What follows belongs to an exercise in optimizing a design on an open flow for small area; a production flow would make more cautious choices. In this exercise RTL edits were held to simulation tests only and were not proved equivalent to the original. The clock port is modelled as an ideal driver; clocking choices that lean on that would not hold on a real chip. Power is estimated from default activity; no workload was simulated.

## x10_core
module x10_core (
    input  wire       clk,
    input  wire       rst,             
    input  wire       cfg_variant_b,
    input  wire [2:0] cfg_sel,
    input  wire [2:0] cfg_max,
    input  wire [2:0] cfg_mult,
    input  wire [3:0] cfg_house,
    input  wire [1:0] cfg_idle,
    input  wire       ev_valid,
    input  wire [1:0] ev_kind,         
    input  wire [7:0] ev_data,
    output wire       ev_ready,
    output wire       tx_valid,
    output wire [7:0] tx_data,
    input  wire       tx_ready,
    output wire       od_valid,
    output wire [2:0] od_slot,
    output wire [2:0] mux_slot,
    output wire       rep_valid,
    output wire [7:0] rep_byte,
    output reg        want_resync
);
    localparam [2:0] M_IDLE  = 3'd0;    
    localparam [2:0] M_MASK  = 3'd1;    
    localparam [2:0] M_PAY   = 3'd2;    
    localparam [2:0] M_DISC  = 3'd3;    
    localparam [2:0] M_TX    = 3'd4;    
    localparam [2:0] M_REP   = 3'd5;    
    localparam [2:0] M_RUN   = 3'd6;    
    localparam [2:0] M_FLUSH = 3'd7;    
    function [3:0] raw_house(input vb, input [3:0] h);
        case ({vb, h})
            5'h00: raw_house = 4'h6; 5'h01: raw_house = 4'hE;
            5'h02: raw_house = 4'h2; 5'h03: raw_house = 4'hA;
            5'h04: raw_house = 4'h1; 5'h05: raw_house = 4'h9;
            5'h06: raw_house = 4'h5; 5'h07: raw_house = 4'hD;
            5'h08: raw_house = 4'h7; 5'h09: raw_house = 4'hF;
            5'h0A: raw_house = 4'h3; 5'h0B: raw_house = 4'hB;
            5'h0C: raw_house = 4'h0; 5'h0D: raw_house = 4'h8;
            5'h0E: raw_house = 4'h4; 5'h0F: raw_house = 4'hC;
            5'h10: raw_house = 4'h6; 5'h11: raw_house = 4'h7;
            5'h12: raw_house = 4'h4; 5'h13: raw_house = 4'h5;
            5'h14: raw_house = 4'h8; 5'h15: raw_house = 4'h9;
            5'h16: raw_house = 4'hA; 5'h17: raw_house = 4'hB;
            5'h18: raw_house = 4'hE; 5'h19: raw_house = 4'hF;
            5'h1A: raw_house = 4'hC; 5'h1B: raw_house = 4'hD;
            5'h1C: raw_house = 4'h0; 5'h1D: raw_house = 4'h1;
            5'h1E: raw_house = 4'h2; default: raw_house = 4'h3;
        endcase
    endfunction
    function [2:0] device_a(input [3:0] raw);
  ...
Settings: LEC_CHECK=0, CAP_MARGIN=20, CORE_MARGIN=2, CORE_UTILIZATION=40, SLEW_MARGIN=20; clock period 10.0 ns.
standard.sh (not shown) runs the stock make flow with config.mk's settings and CLKGATE_MAP_FILE= SYNTH_SCRIPT=/design/flow/synth_recipe.tcl, a recipe that flattens the netlist after the stock synthesis.
==> flow/flow/run.sh <==
#!/bin/bash
# Own layout flow: the standard flow (standard.sh, all ORFS steps) with
#  - the standard synthesis script (synth_recipe.tcl), except that its ABC
#    call uses the area-oriented mapping script flow/area.abc; the registers
#    are mapped before ABC runs, so they are the standard synthesis's
#  - the settings in flow/extra.mk added to the standard flow's config.mk, and
#    flow/leaf_cts.tcl run around clock_tree_synthesis (PRE_CTS_TCL)
# Each tool's full output is in own_flow.log and in ORFS's logs under orfs/.
set -euo pipefail
W=$(pwd)
F="$W/flow"
{
  echo "proc abc {args} { set i [lsearch -exact \$args -script]; if {\$i >= 0} { lset args [expr {\$i + 1}] {$F/area.abc} }; yosys abc {*}\$args }"
  cat "$W/synth_recipe.tcl"
} > "$W/own_synth.tcl"
cp "$W/config.mk" "$W/own_config.mk"
cat "$F/extra.mk" >> "$W/own_config.mk"
echo "export PRE_CTS_TCL = $F/leaf_cts.tcl" >> "$W/own_config.mk"
sed -e "s#SYNTH_SCRIPT=[^ ]*#SYNTH_SCRIPT=$W/own_synth.tcl#" \
    -e "s#DESIGN_CONFIG=[^ ]*#DESIGN_CONFIG=$W/own_config.mk#" \
    "$W/standard.sh" > "$W/own_standard.sh"
bash "$W/own_standard.sh" > "$W/own_flow.log" 2>&1
==> flow/flow/area.abc <==
strash
&get -n
&deepsyn -I 1 -J 100
&put
strash
&get -n
&st
&dch -f
&nf -a -R 1000
&put
strash
&get -n
&st
&dch -f
&nf -a -R 1000
&put
topo
Other scripts of this flow, unchanged in this note and not shown: flow/flow/extra.mk, flow/flow/leaf_cts.tcl
Rerun with:
--- a/flow/flow/area.abc
+++ b/flow/flow/area.abc
@@ -3 +3 @@
-&deepsyn -I 1 -J 100
+&deepsyn -I 2 -J 100
=> Count of clock-buffer cells in the layout does not change; first-iteration DRC count came out higher by 8.7%; core utilization came out lower by 0.26 points; clock power came out higher by about 6%; sequential power came out lower by about 3%; total power came out lower by about 5%; routed wire length came out higher by 2.0%; sequential share of layout area came out higher by 0.77 points; worst hold slack is worse by 20 ps.


## job 392
x10_core, a different RTL version from the one above (not shown whole).
Size: about 72 flip-flops, roughly 57 I/O pins.
Settings: LEC_CHECK=0, CAP_MARGIN=20, CORE_MARGIN=2, CORE_UTILIZATION=40, SLEW_MARGIN=20; clock period 10.0 ns.
==> flow/flow/area.abc <==
strash
&get -n
&deepsyn -I 1 -J 100
&put
strash
&get -n
&st
&dch -f
&nf -a -R 1000
&put
strash
&get -n
&st
&dch -f
&nf -a -R 1000
&put
topo
==> flow/flow/extra.mk <==
# Appended to the standard flow's config.mk by run.sh.
# Port buffers: the smallest buffer (the outputs drive 0.01 pF).
export BUFFER_PORTS_ARGS = -buffer_cell sky130_fd_sc_hd__buf_1
# Clock tree: clkbuf_8 buffers, no dummy loads.
export CTS_ARGS = -sink_clustering_enable -repair_clock_nets -buf_list sky130_fd_sc_hd__clkbuf_8 -dont_use_dummy_load
# After CTS, leaf buffers whose flip-flops keep a clock slew under 110 ps
# are made clkbuf_4 (flow/leaf_cts.tcl, set as PRE_CTS_TCL by run.sh).
export MCTS_SMALL = sky130_fd_sc_hd__clkbuf_4
export MCTS_SLEW = 0.110
==> flow/flow/leaf_cts.tcl <==
# PRE_CTS_TCL: after the standard clock_tree_synthesis, each leaf clock
# buffer is tried one size smaller (MCTS_SMALL) and kept so only while the
# worst clock-pin slew of its flip-flops stays under MCTS_SLEW (ns), as
# estimated from placement.
if {[info commands orig_clock_tree_synthesis] == ""} {
  rename clock_tree_synthesis orig_clock_tree_synthesis
}
proc clock_tree_synthesis {args} {
  orig_clock_tree_synthesis {*}$args
  set_propagated_clock [all_clocks]
  estimate_parasitics -placement
  set small [[ord::get_db] findMaster $::env(MCTS_SMALL)]
  set limit $::env(MCTS_SLEW)
  foreach inst [[ord::get_db_block] getInsts] {
    set name [$inst getName]
    if {![string match "clkbuf_*" $name] || $name == "clkbuf_0_clk"} { continue }
    set big [$inst getMaster]
    $inst swapMaster $small
    estimate_parasitics -placement
    set worst 0
    foreach it [[[$inst findITerm X] getNet] getITerms] {
      if {[$it isInputSignal] || [[$it getMTerm] getName] == "CLK"} {
        set p [get_pins [$it getName /]]
        set s [get_property $p slew_max]
        if {$s > $worst} { set worst $s }
      }
    }
    if {$worst > $limit} {
      $inst swapMaster $big
      puts "leaf CTS: $name kept [$big getName] ($worst ns)"
    } else {
      puts "leaf CTS: $name now $::env(MCTS_SMALL) ($worst ns)"
    }
  }
  estimate_parasitics -placement
}
Scripts as last shown in full above: flow/flow/run.sh
Every stage of the flow completed for job 392, and the final layout passed the timing, design-rule and antenna checks.
Input changes introduced in job 3752 (baseline for comparison: job 392):
diff --git a/flow/flow/extra.mk b/flow/flow/extra.mk
--- a/flow/flow/extra.mk
+++ b/flow/flow/extra.mk
@@ -8,2 +8,5 @@
 export MCTS_SMALL = sky130_fd_sc_hd__clkbuf_4
 export MCTS_SLEW = 0.110
+# No half/full-adder cell extraction: ABC maps the few small counters with
+# the rest of the logic, which comes out smaller.
+export ADDER_MAP_FILE =
Y dimension of the die was higher in job 392 than in job 3752. Job 392 → job 3752: ratio of final minimum period to clock period now smaller; instance count of the mapped netlist now smaller. Job 3752 vs job 392, post-detailed-routing wire length went down by 45 µm. Floorplan row count of job 3752 falls short of that of job 392 by a few percent. Multiplexer share of the synthesized area: job 3752 vs job 392 down 1.3 points. Changes observed in job 3752 relative to job 392: global routing usage summed across all routing layers rose by 0.31 points, depth of the critical timing path with buffers and inverters included lost 6, worst hold slack ~0 delta.

[static timing again, ports no longer ideal]
Ports are ideal in the flow. The routed layouts listed here were re-timed in OpenROAD. Step 1 sets driving cells, clkbuf_16 on the clock port and buf_2 on the other inputs (assumed; they add their load-dependent delay and slew). Step 2 times the ports against the registers' clock, not the clock port: input delays grow and output delays shrink by t, the midpoint of the rising clock arrivals with the driver on. Three values: ideal ports, drivers, drivers and shift; two values: the first two.
run | t, ns | setup WS [ns] | worst slew at a driven data input, ns
the first run of note 1 | 0.358 | 5.201 / 5.209 / 4.852 | 0.03
the second run of note 1 | 0.362 | 5.337 / 5.348 / 4.985 | 0.03
job 392 | 0.368 | 5.427 / 5.432 / 5.064 | 0.05
job 3752 | 0.366 | 5.606 / 5.609 / 5.242 | 0.03
After both steps every run listed still meets setup and hold. The setup slack of job 3752, which loses most, moves by +0.003 ns with the drivers and by -0.364 ns with both steps.
